From an optimization exercise on the open Yosys and OpenROAD flow, aimed at small area and few clock cycles; shortcuts taken in it are not production practice. At most, simulation tests tie the RTL to the original design; equivalence was not proved. Power and IR drop assume default switching activity.

==> flow/design.v (excerpt) <==
module frame_codec_tx (
    input  wire        clk,
    input  wire        rst,
    input  wire        in_valid,
    input  wire [7:0]  in_data,
    output reg         in_ready,
    output reg         tx_valid,
    output reg  [7:0]  tx_data,
    output reg         tx_last,
    input  wire        tx_ready,
    output wire        rsp_valid,
    output wire [31:0] rsp_data,
    input  wire        rsp_ready
);
For scale: about 82 flip-flops, ~4600 µm² of cells after synthesis.
clock: 5.0 ns
lec_check: 0
cap_margin: 20
core_margin: 2
core_utilization: 40
cts_buf_list: sky130_fd_sc_hd__clkbuf_4 sky130_fd_sc_hd__clkbuf_8
gpl_timing_driven: 0
place_density: 0.6
slew_margin: 20
standard.sh (not shown) runs the stock make flow with config.mk's settings and CLKGATE_MAP_FILE= SYNTH_SCRIPT=/design/flow/synth_recipe.tcl, a recipe that flattens the netlist after the stock synthesis.
==> flow/flow/run.sh <==
#!/bin/bash
# The standard layout (standard.sh) with these changes:
#  - synthesis: every abc call of synth_recipe.tcl maps with flow/abc_area.script,
#    an area-oriented script without buffering, instead of ORFS's speed script.
#    Flip-flops are mapped before abc, so the registers are the standard
#    synthesis's.
#  - the extra ORFS make variables in flow/make_args.txt (one per line):
#    no adder pre-mapping (abc maps the arithmetic too),
#    removing yosys's pass-through buffers at floorplan, the port buffer cell,
#    and the clock tree options.
set -euo pipefail
here=$(pwd)
{
  head -1 synth_recipe.tcl
  cat <<TCL
proc abc {args} {
  set new {}
  set skip 0
  foreach a \$args {
    if {\$skip} { set skip 0; continue }
    if {\$a eq "-script"} { set skip 1; continue }
    lappend new \$a
  }
  yosys abc -script $here/flow/abc_area.script {*}\$new
}
TCL
  tail -n +2 synth_recipe.tcl
} > area_synth.tcl
# standard.sh's make line, with our synthesis script and extra variables
python3 - "$here" <<'PY'
import re, shlex, sys
here = sys.argv[1]
extra = []
try:
    for line in open('flow/make_args.txt'):
        line = line.rstrip('\n')
        if line and not line.startswith('#'):
            extra.append(shlex.quote(line))
except FileNotFoundError:
    pass
s = open('standard.sh').read()
new = 'SYNTH_SCRIPT=' + here + '/area_synth.tcl ' + ' '.join(extra)
s = re.sub(r'SYNTH_SCRIPT=\S+', lambda m: new, s, count=1)
open('area_standard.sh', 'w').write(s)
PY
bash area_standard.sh > flow_make.log 2>&1
==> flow/flow/abc_area.script <==
strash
&get -n
&deepsyn -J 50
&put
balance -l
resub -K 6 -l
rewrite -l
resub -K 6 -N 2 -l
refactor -l
resub -K 8 -l
balance -l
resub -K 8 -N 2 -l
rewrite -l
resub -K 10 -l
rewrite -z -l
resub -K 10 -N 2 -l
balance -l
resub -K 12 -l
refactor -z -l
resub -K 12 -N 2 -l
rewrite -z -l
balance -l
&get -n
&dch -f
&nf -R 1000
&put
topo
==> flow/flow/make_args.txt <==
ADDER_MAP_FILE=
REMOVE_ABC_BUFFERS=1
SKIP_REPAIR_TIE_FANOUT=1
BUFFER_PORTS_ARGS=-buffer_cell sky130_fd_sc_hd__buf_1
CTS_ARGS=-sink_clustering_enable -repair_clock_nets -buf_list {sky130_fd_sc_hd__clkbuf_4 sky130_fd_sc_hd__clkbuf_8} -dont_use_dummy_load
The baseline ran to the end with no violations.
Rerun with:
--- a/flow/design.v
+++ b/flow/design.v
@@ -46,31 +46,30 @@
     reg [2:0]  opc;         
     reg [7:0]  arg;
     reg [15:0] rem;         
     reg [7:0]  cnt;         
     reg        frag;        
     reg [15:0] crc;
     reg        rsp_pend;
-    wire [1:0] rsp_code = cnt[1:0];
-    wire       rsp_rd   = cnt[2];
+    localparam [2:0] RS_NE = 3'b010;
+    localparam [2:0] RS_BP = 3'b011;
+    localparam [2:0] RS_BO = 3'b100;
     reg [7:0] rd_val;
     always @(*) begin
         case (arg[2:0])
             3'd0:    rd_val = {7'h00, enabled};
             3'd1:    rd_val = send_seq;
             3'd3:    rd_val = sec_mode;
             3'd4:    rd_val = frag_size;
             default: rd_val = 8'h00;
         endcase
         if (opc != 3'd7 || arg[7:3] != 5'h00) rd_val = 8'h00;
     end
     assign rsp_valid = rsp_pend;
-    assign rsp_data  = {8'h00, crc[7:0], 12'h000,
-                        rsp_code == 2'd3, rsp_code[1] ^ rsp_code[0],
-                        rsp_code[1] ^ rsp_code[0], rsp_code == 2'd2};
+    assign rsp_data  = {8'h00, crc[7:0], 12'h000, cnt[2], cnt[1], cnt[1], cnt[0]};
     wire chk = (arg[1:0] == 2'd0) ? sec_mode[4] :
                (arg[1:0] == 2'd1 && arg[7:2] != 6'h00 && arg[7:2] != 6'h12) ? sec_mode[0] :
                1'b0;
     wire send_go  = (opc == 3'd5) && enabled;
     wire in_c3    = (state == S_C3);
     wire frag_now = ((in_c3 ? in_data : rem[15:8]) != 8'h00) || (rem[7:0] > frag_size);
     wire [7:0] fc = {3'b000, (state == S_LN) ? 1'b0 : frag_now, 1'b0, 1'b1, chk, 1'b0};
@@ -165,54 +164,54 @@
                             enabled   <= 1'b1;
                             send_seq  <= 8'h00;
                             sec_mode  <= 8'h00;
                             frag_size <= 8'd16;
                         end
                         3'd2: begin
                             if (!enabled)
-                                cnt[1:0] <= 2'd1;
+                                cnt[2:0] <= RS_NE;
                             enabled   <= 1'b0;
                             send_seq  <= 8'h00;
                             sec_mode  <= 8'h00;
                             frag_size <= 8'd16;
                         end
                         3'd3: begin
                             if (!enabled)
-                                cnt[1:0] <= 2'd1;
+                                cnt[2:0] <= RS_NE;
                             else if (arg == 8'd0 || arg > 8'd250)
-                                cnt[1:0] <= 2'd2;
+                                cnt[2:0] <= RS_BP;
                             else
                                 frag_size <= arg;
                         end
                         3'd4: begin
                             if (!enabled)
-                                cnt[1:0] <= 2'd1;
+                                cnt[2:0] <= RS_NE;
                             else
                                 sec_mode <= arg;
                         end
                         3'd5: begin
                             if (!enabled) begin
-                                cnt[1:0] <= 2'd1;
+                                cnt[2:0] <= RS_NE;
                                 if (len != 16'h0) begin
                                     rsp_pend <= 1'b0;
                                     state    <= S_DS;
                                 end
                             end else begin
                                 frag     <= frag_now;
                                 crc      <= {8'h00, send_seq};
                                 rsp_pend <= 1'b0;
                                 state    <= S_SQ;
                             end
                         end
                         3'd7: begin
                             if (arg[7:3] != 5'h00)
-                                cnt[1:0] <= 2'd2;
+                                cnt[2:0] <= RS_BP;
                         end
                         default: begin
-                            cnt[1:0] <= 2'd3;
+                            cnt[2:0] <= RS_BO;
                             if (opc == 3'd6 && len != 16'h0) begin
                                 rsp_pend <= 1'b0;
                                 state    <= S_DS;
                             end
                         end
                     endcase
                 end
What happened:
- non-clock buffer count rose by 1
- sequential power climbs by well over a third
- power went up by well over a third
- routed wire length stays flat
- worst setup slack got worse by 0.13 ns
- synthesized area goes down slightly
- core utilization went down by 0.39 points
- clock skew decreases by 0.0095 ns
Testbench counts after the change, summed over its fixed seeds: cycles 61,323.
Only the layout flow was run in the first run of this note; the RTL was not checked for function there.

* * *

The RTL this note starts from:
==> flow/design.v <==
module frame_codec_tx (
    input  wire        clk,
    input  wire        rst,
    input  wire        in_valid,
    input  wire [7:0]  in_data,
    output reg         in_ready,
    output reg         tx_valid,
    output reg  [7:0]  tx_data,
    output reg         tx_last,
    input  wire        tx_ready,
    output wire        rsp_valid,
    output wire [31:0] rsp_data,
    input  wire        rsp_ready
);
    localparam [3:0] S_C0  = 4'd0;    
    localparam [3:0] S_C1  = 4'd1;    
    localparam [3:0] S_C2  = 4'd2;    
    localparam [3:0] S_C3  = 4'd3;    
    localparam [3:0] S_TY  = 4'd4;    
    localparam [3:0] S_FC  = 4'd5;    
    localparam [3:0] S_SQ  = 4'd6;    
    localparam [3:0] S_LN  = 4'd7;    
    localparam [3:0] S_E0  = 4'd8;    
    localparam [3:0] S_E1  = 4'd9;    
    localparam [3:0] S_PY  = 4'd10;   
    localparam [3:0] S_K0  = 4'd11;   
    localparam [3:0] S_K1  = 4'd12;   
    localparam [3:0] S_DS  = 4'd13;   
    function [15:0] crc16_byte;
        input [15:0] crc_in;
        input [7:0]  b;
        integer k;
        reg [15:0] c;
        begin
            c = crc_in ^ {b, 8'h00};
            for (k = 0; k < 8; k = k + 1)
                c = c[15] ? ((c << 1) ^ 16'h1021) : (c << 1);
            crc16_byte = c;
        end
    endfunction
    reg        enabled;
    reg [7:0]  send_seq;
    reg [7:0]  sec_mode;
    reg [7:0]  frag_size;
    reg [3:0]  state;
    reg [2:0]  opc;         
    reg [7:0]  arg;
    reg [15:0] rem;         
    reg [7:0]  cnt;         
    reg        frag;        
    reg [15:0] crc;
    reg        rsp_pend;
    reg [1:0]  rsp_code;    
    reg        rsp_rd;      
    reg [7:0] rd_val;
    always @(*) begin
        case (arg[2:0])
            3'd0:    rd_val = {7'h00, enabled};
            3'd1:    rd_val = send_seq;
            3'd3:    rd_val = sec_mode;
            3'd4:    rd_val = frag_size;
            default: rd_val = 8'h00;
        endcase
        if (!rsp_rd) rd_val = 8'h00;
    end
    assign rsp_valid = rsp_pend;
    assign rsp_data  = {8'h00, rd_val, 12'h000,
                        rsp_code == 2'd3, rsp_code[1] ^ rsp_code[0],
                        rsp_code[1] ^ rsp_code[0], rsp_code == 2'd2};
    wire chk = (arg[1:0] == 2'd0) ? sec_mode[4] :
               (arg[1:0] == 2'd1 && arg[7:2] != 6'h00 && arg[7:2] != 6'h12) ? sec_mode[0] :
               1'b0;
    wire send_go  = (opc == 3'd5) && enabled;
    wire in_c3    = (state == S_C3);
    wire frag_now = ((in_c3 ? in_data : rem[15:8]) != 8'h00) || (rem[7:0] > frag_size);
    wire [7:0] fc = {3'b000, (state == S_LN) ? 1'b0 : frag_now, 1'b0, 1'b1, chk, 1'b0};
    always @(*) begin
        in_ready = 1'b0;
        tx_valid = 1'b0;
        tx_data  = 8'h00;
        tx_last  = 1'b0;
        case (state)
            S_C0: in_ready = 1'b1;
            S_C1: in_ready = !rsp_pend;
            S_C2: begin
                in_ready = !rsp_pend && (!send_go || tx_ready);
                tx_valid = !rsp_pend && send_go && in_valid;
                tx_data  = arg;
            end
            S_C3: begin
                in_ready = !rsp_pend && (!send_go || tx_ready);
                tx_valid = !rsp_pend && send_go && in_valid;
                tx_data  = fc;
            end
            S_TY: begin tx_valid = 1'b1; tx_data = arg; end
            S_FC: begin tx_valid = 1'b1; tx_data = fc; end
            S_SQ: begin tx_valid = 1'b1; tx_data = crc[7:0]; end
            S_LN: begin
                tx_valid = 1'b1;
                tx_data  = frag ? frag_size + 8'd2 : rem[7:0];
                tx_last  = !frag && (rem[7:0] == 8'h00) && !chk;
            end
            S_E0: begin tx_valid = 1'b1; tx_data = rem[7:0]; end
            S_E1: begin tx_valid = 1'b1; tx_data = rem[15:8]; end
            S_PY: begin
                in_ready = tx_ready;
                tx_valid = in_valid;
                tx_data  = in_data;
                tx_last  = (cnt == 8'd1) && !chk;
            end
            S_K0: begin tx_valid = 1'b1; tx_data = crc[7:0]; end
            S_K1: begin tx_valid = 1'b1; tx_data = crc[15:8]; tx_last = 1'b1; end
            S_DS: in_ready = 1'b1;
            default: ;
        endcase
    end
    wire in_fire = in_valid && in_ready;
    wire tx_fire = tx_valid && tx_ready;
    wire [15:0] crc_next = crc16_byte(crc, tx_data);
    wire [15:0] len = {in_data, rem[7:0]};
    always @(posedge clk) begin
        if (rst) begin
            enabled   <= 1'b0;
            send_seq  <= 8'h00;
            sec_mode  <= 8'h00;
            frag_size <= 8'd16;
            state     <= S_C0;
            rsp_pend  <= 1'b0;
            opc       <= 3'd0;
            arg       <= 8'h00;
            rem       <= 16'h0;
            cnt       <= 8'h00;
            frag      <= 1'b0;
            crc       <= 16'h0;
            rsp_code  <= 2'd0;
            rsp_rd    <= 1'b0;
        end else begin
            if (rsp_pend && rsp_ready)
                rsp_pend <= 1'b0;
            case (state)
                S_C0: if (in_fire) begin
                    if (in_data[7:4] == 4'h0 && in_data[3] == 1'b0 && in_data[2:0] != 3'd0 &&
                        in_data[2:0] != 3'd6)
                        opc <= in_data[2:0];
                    else if (in_data[3:0] == 4'h5 || in_data[3:0] == 4'h6)
                        opc <= 3'd6;
                    else
                        opc <= 3'd0;
                    state <= S_C1;
                end
                S_C1: if (in_fire) begin
                    arg   <= in_data;
                    state <= S_C2;
                end
                S_C2: if (in_fire) begin
                    rem[7:0] <= in_data;
                    state    <= S_C3;
                end
                S_C3: if (in_fire) begin
                    rem[15:8] <= in_data;
                    rsp_code  <= 2'd0;
                    rsp_rd    <= 1'b0;
                    state     <= S_C0;
                    rsp_pend  <= 1'b1;
                    case (opc)
                        3'd1: begin
                            enabled   <= 1'b1;
                            send_seq  <= 8'h00;
                            sec_mode  <= 8'h00;
                            frag_size <= 8'd16;
                        end
                        3'd2: begin
                            if (!enabled)
                                rsp_code <= 2'd1;
                            enabled   <= 1'b0;
                            send_seq  <= 8'h00;
                            sec_mode  <= 8'h00;
                            frag_size <= 8'd16;
                        end
                        3'd3: begin
                            if (!enabled)
                                rsp_code <= 2'd1;
                            else if (arg == 8'd0 || arg > 8'd250)
                                rsp_code <= 2'd2;
                            else
                                frag_size <= arg;
                        end
                        3'd4: begin
                            if (!enabled)
                                rsp_code <= 2'd1;
                            else
                                sec_mode <= arg;
                        end
                        3'd5: begin
                            if (!enabled) begin
                                rsp_code <= 2'd1;
                                if (len != 16'h0) begin
                                    rsp_pend <= 1'b0;
                                    state    <= S_DS;
                                end
                            end else begin
                                frag     <= frag_now;
                                crc      <= {8'h00, send_seq};
                                rsp_pend <= 1'b0;
                                state    <= S_SQ;
                            end
                        end
                        3'd7: begin
                            if (arg[7:3] != 5'h00)
                                rsp_code <= 2'd2;
                            else
                                rsp_rd <= 1'b1;
                        end
                        default: begin
                            rsp_code <= 2'd3;
                            if (opc == 3'd6 && len != 16'h0) begin
                                rsp_pend <= 1'b0;
                                state    <= S_DS;
                            end
                        end
                    endcase
                end
                S_TY: if (tx_fire) state <= S_FC;
                S_FC: if (tx_fire) begin
                    frag  <= frag_now;
                    crc   <= {8'h00, send_seq};
                    state <= S_SQ;
                end
                S_SQ: if (tx_fire) begin
                    crc   <= crc_next;
                    state <= S_LN;
                end
                S_LN: if (tx_fire) begin
                    crc <= crc_next;
                    cnt <= tx_data;
                    if (frag)
                        state <= S_E0;
                    else if (rem[7:0] != 8'h00)
                        state <= S_PY;
                    else if (chk)
                        state <= S_K0;
                    else begin
                        send_seq <= send_seq + 8'd1;
                        rsp_pend <= 1'b1;
                        state    <= S_C0;
                    end
                end
                S_E0: if (tx_fire) begin
                    crc   <= crc_next;
                    cnt   <= cnt - 8'd1;
                    state <= S_E1;
                end
                S_E1: if (tx_fire) begin
                    crc   <= crc_next;
                    cnt   <= cnt - 8'd1;
                    state <= S_PY;
                end
                S_PY: if (tx_fire) begin
                    crc <= crc_next;
                    cnt <= cnt - 8'd1;
                    rem <= rem - 16'd1;
                    if (cnt == 8'd1) begin
                        if (chk)
                            state <= S_K0;
                        else begin
                            send_seq <= send_seq + 8'd1;
                            if (frag)
                                state <= S_TY;
                            else begin
                                rsp_pend <= 1'b1;
                                state    <= S_C0;
                            end
                        end
                    end
                end
                S_K0: if (tx_fire) state <= S_K1;
                S_K1: if (tx_fire) begin
                    send_seq <= send_seq + 8'd1;
                    if (frag)
                        state <= S_TY;
                    else begin
                        rsp_pend <= 1'b1;
                        state    <= S_C0;
                    end
                end
                S_DS: if (in_fire) begin
                    rem <= rem - 16'd1;
                    if (rem == 16'd1) begin
                        rsp_pend <= 1'b1;
                        state    <= S_C0;
                    end
                end
                default: state <= S_C0;
            endcase
        end
    end
endmodule
Settings: LEC_CHECK=0, CAP_MARGIN=20, CORE_MARGIN=2, CORE_UTILIZATION=40, CTS_BUF_LIST=sky130_fd_sc_hd__clkbuf_4 sky130_fd_sc_hd__clkbuf_8, GPL_TIMING_DRIVEN=0, PLACE_DENSITY=0.6, SLEW_MARGIN=20; clock period 5.0 ns.
==> flow/flow/run.sh <==
#!/bin/bash
# The standard layout (standard.sh) with these changes:
#  - synthesis: every abc call of synth_recipe.tcl maps with flow/abc_area.script,
#    an area-oriented script without buffering, instead of ORFS's speed script.
#    Flip-flops are mapped before abc, so the registers are the standard
#    synthesis's.
#  - the extra ORFS make variables in flow/make_args.txt (one per line), e.g.
#    removing yosys's pass-through buffers at floorplan, the port buffer cell,
#    and the clock tree options.
set -euo pipefail
here=$(pwd)
{
  head -1 synth_recipe.tcl
  cat <<TCL
proc abc {args} {
  set new {}
  set skip 0
  foreach a \$args {
    if {\$skip} { set skip 0; continue }
    if {\$a eq "-script"} { set skip 1; continue }
    lappend new \$a
  }
  yosys abc -script $here/flow/abc_area.script {*}\$new
}
TCL
  tail -n +2 synth_recipe.tcl
} > area_synth.tcl
# standard.sh's make line, with our synthesis script and extra variables
python3 - "$here" <<'PY'
import re, shlex, sys
here = sys.argv[1]
extra = []
try:
    for line in open('flow/make_args.txt'):
        line = line.rstrip('\n')
        if line and not line.startswith('#'):
            extra.append(shlex.quote(line))
except FileNotFoundError:
    pass
s = open('standard.sh').read()
new = 'SYNTH_SCRIPT=' + here + '/area_synth.tcl ' + ' '.join(extra)
s = re.sub(r'SYNTH_SCRIPT=\S+', lambda m: new, s, count=1)
open('area_standard.sh', 'w').write(s)
PY
bash area_standard.sh > flow_make.log 2>&1
==> flow/flow/make_args.txt <==
REMOVE_ABC_BUFFERS=1
BUFFER_PORTS_ARGS=-buffer_cell sky130_fd_sc_hd__buf_1
CTS_ARGS=-sink_clustering_enable -repair_clock_nets -buf_list {sky130_fd_sc_hd__clkbuf_4 sky130_fd_sc_hd__clkbuf_8} -dont_use_dummy_load
Scripts as last shown in full above: flow/flow/abc_area.script
The starting point completed with no timing, DRC or antenna violations.
Testbench counts at the start, summed over its fixed seeds: cycles 61,323.
==> next run, changes <==
--- a/flow/design.v
+++ b/flow/design.v
@@ -94,7 +94,7 @@
             end
             S_TY: begin tx_valid = 1'b1; tx_data = arg; end
             S_FC: begin tx_valid = 1'b1; tx_data = fc; end
-            S_SQ: begin tx_valid = 1'b1; tx_data = crc[7:0]; end
+            S_SQ: begin tx_valid = 1'b1; tx_data = send_seq; end
             S_LN: begin
                 tx_valid = 1'b1;
                 tx_data  = frag ? frag_size + 8'd2 : rem[7:0];
@@ -126,14 +126,6 @@
             frag_size <= 8'd16;
             state     <= S_C0;
             rsp_pend  <= 1'b0;
-            opc       <= 3'd0;
-            arg       <= 8'h00;
-            rem       <= 16'h0;
-            cnt       <= 8'h00;
-            frag      <= 1'b0;
-            crc       <= 16'h0;
-            rsp_code  <= 2'd0;
-            rsp_rd    <= 1'b0;
         end else begin
             if (rsp_pend && rsp_ready)
                 rsp_pend <= 1'b0;
Effect: Critical path depth stays the same; design area rose by 4.7%; fmax rose by 10%; sequential cell count is unchanged; total power rose by 54%; synthesized cell count fell by 5.4%; hold slack hardly moves.
Testbench counts after the change, summed over its fixed seeds: cycles 61,323.

-- port drivers added, routing unchanged --
Ports are ideal in the flow. The routed layouts listed here were re-timed in OpenROAD.
Step 1 sets driving cells, clkbuf_16 on the clock port and buf_2 on the other inputs (assumed; they add their load-dependent delay and slew).
Step 2 moves the port delays by t, midway between the first and last clock arrival at a register: inputs arrive t later, outputs are due t later. That takes back most of the time a late clock gives input paths.
a / b / c = ideal ports / drivers / drivers and shift; a / b = the first two.
run | shift t [ns] | setup slack, ns | hold WS [ns] | worst register clock-pin slew, ns | cell pins on the clock port's net
the first run of note 1 | 0.397 | 0.533 / 0.532 / 0.532 | 0.469 / 0.469 / 0.469 | 0.09 / 0.09 | 1
the second run of note 1 | 0.403 | 0.401 / 0.401 / 0.401 | 0.475 / 0.475 / 0.475 | 0.09 / 0.09 | 1
the first run of note 2 | 0.411 | 0.298 / 0.298 / 0.298 | 0.486 / 0.486 / 0.486 | 0.10 / 0.10 | 1
the second run of note 2 | 0.391 | 0.738 / 0.706 / 0.837 | 0.486 / 0.486 / 0.486 | 0.09 / 0.09 | 1
After both steps setup and hold are still met in every run listed. For the first run of note 1, which loses most, drivers alone change the setup slack by -0.001 ns; drivers and shift together by -0.001 ns.
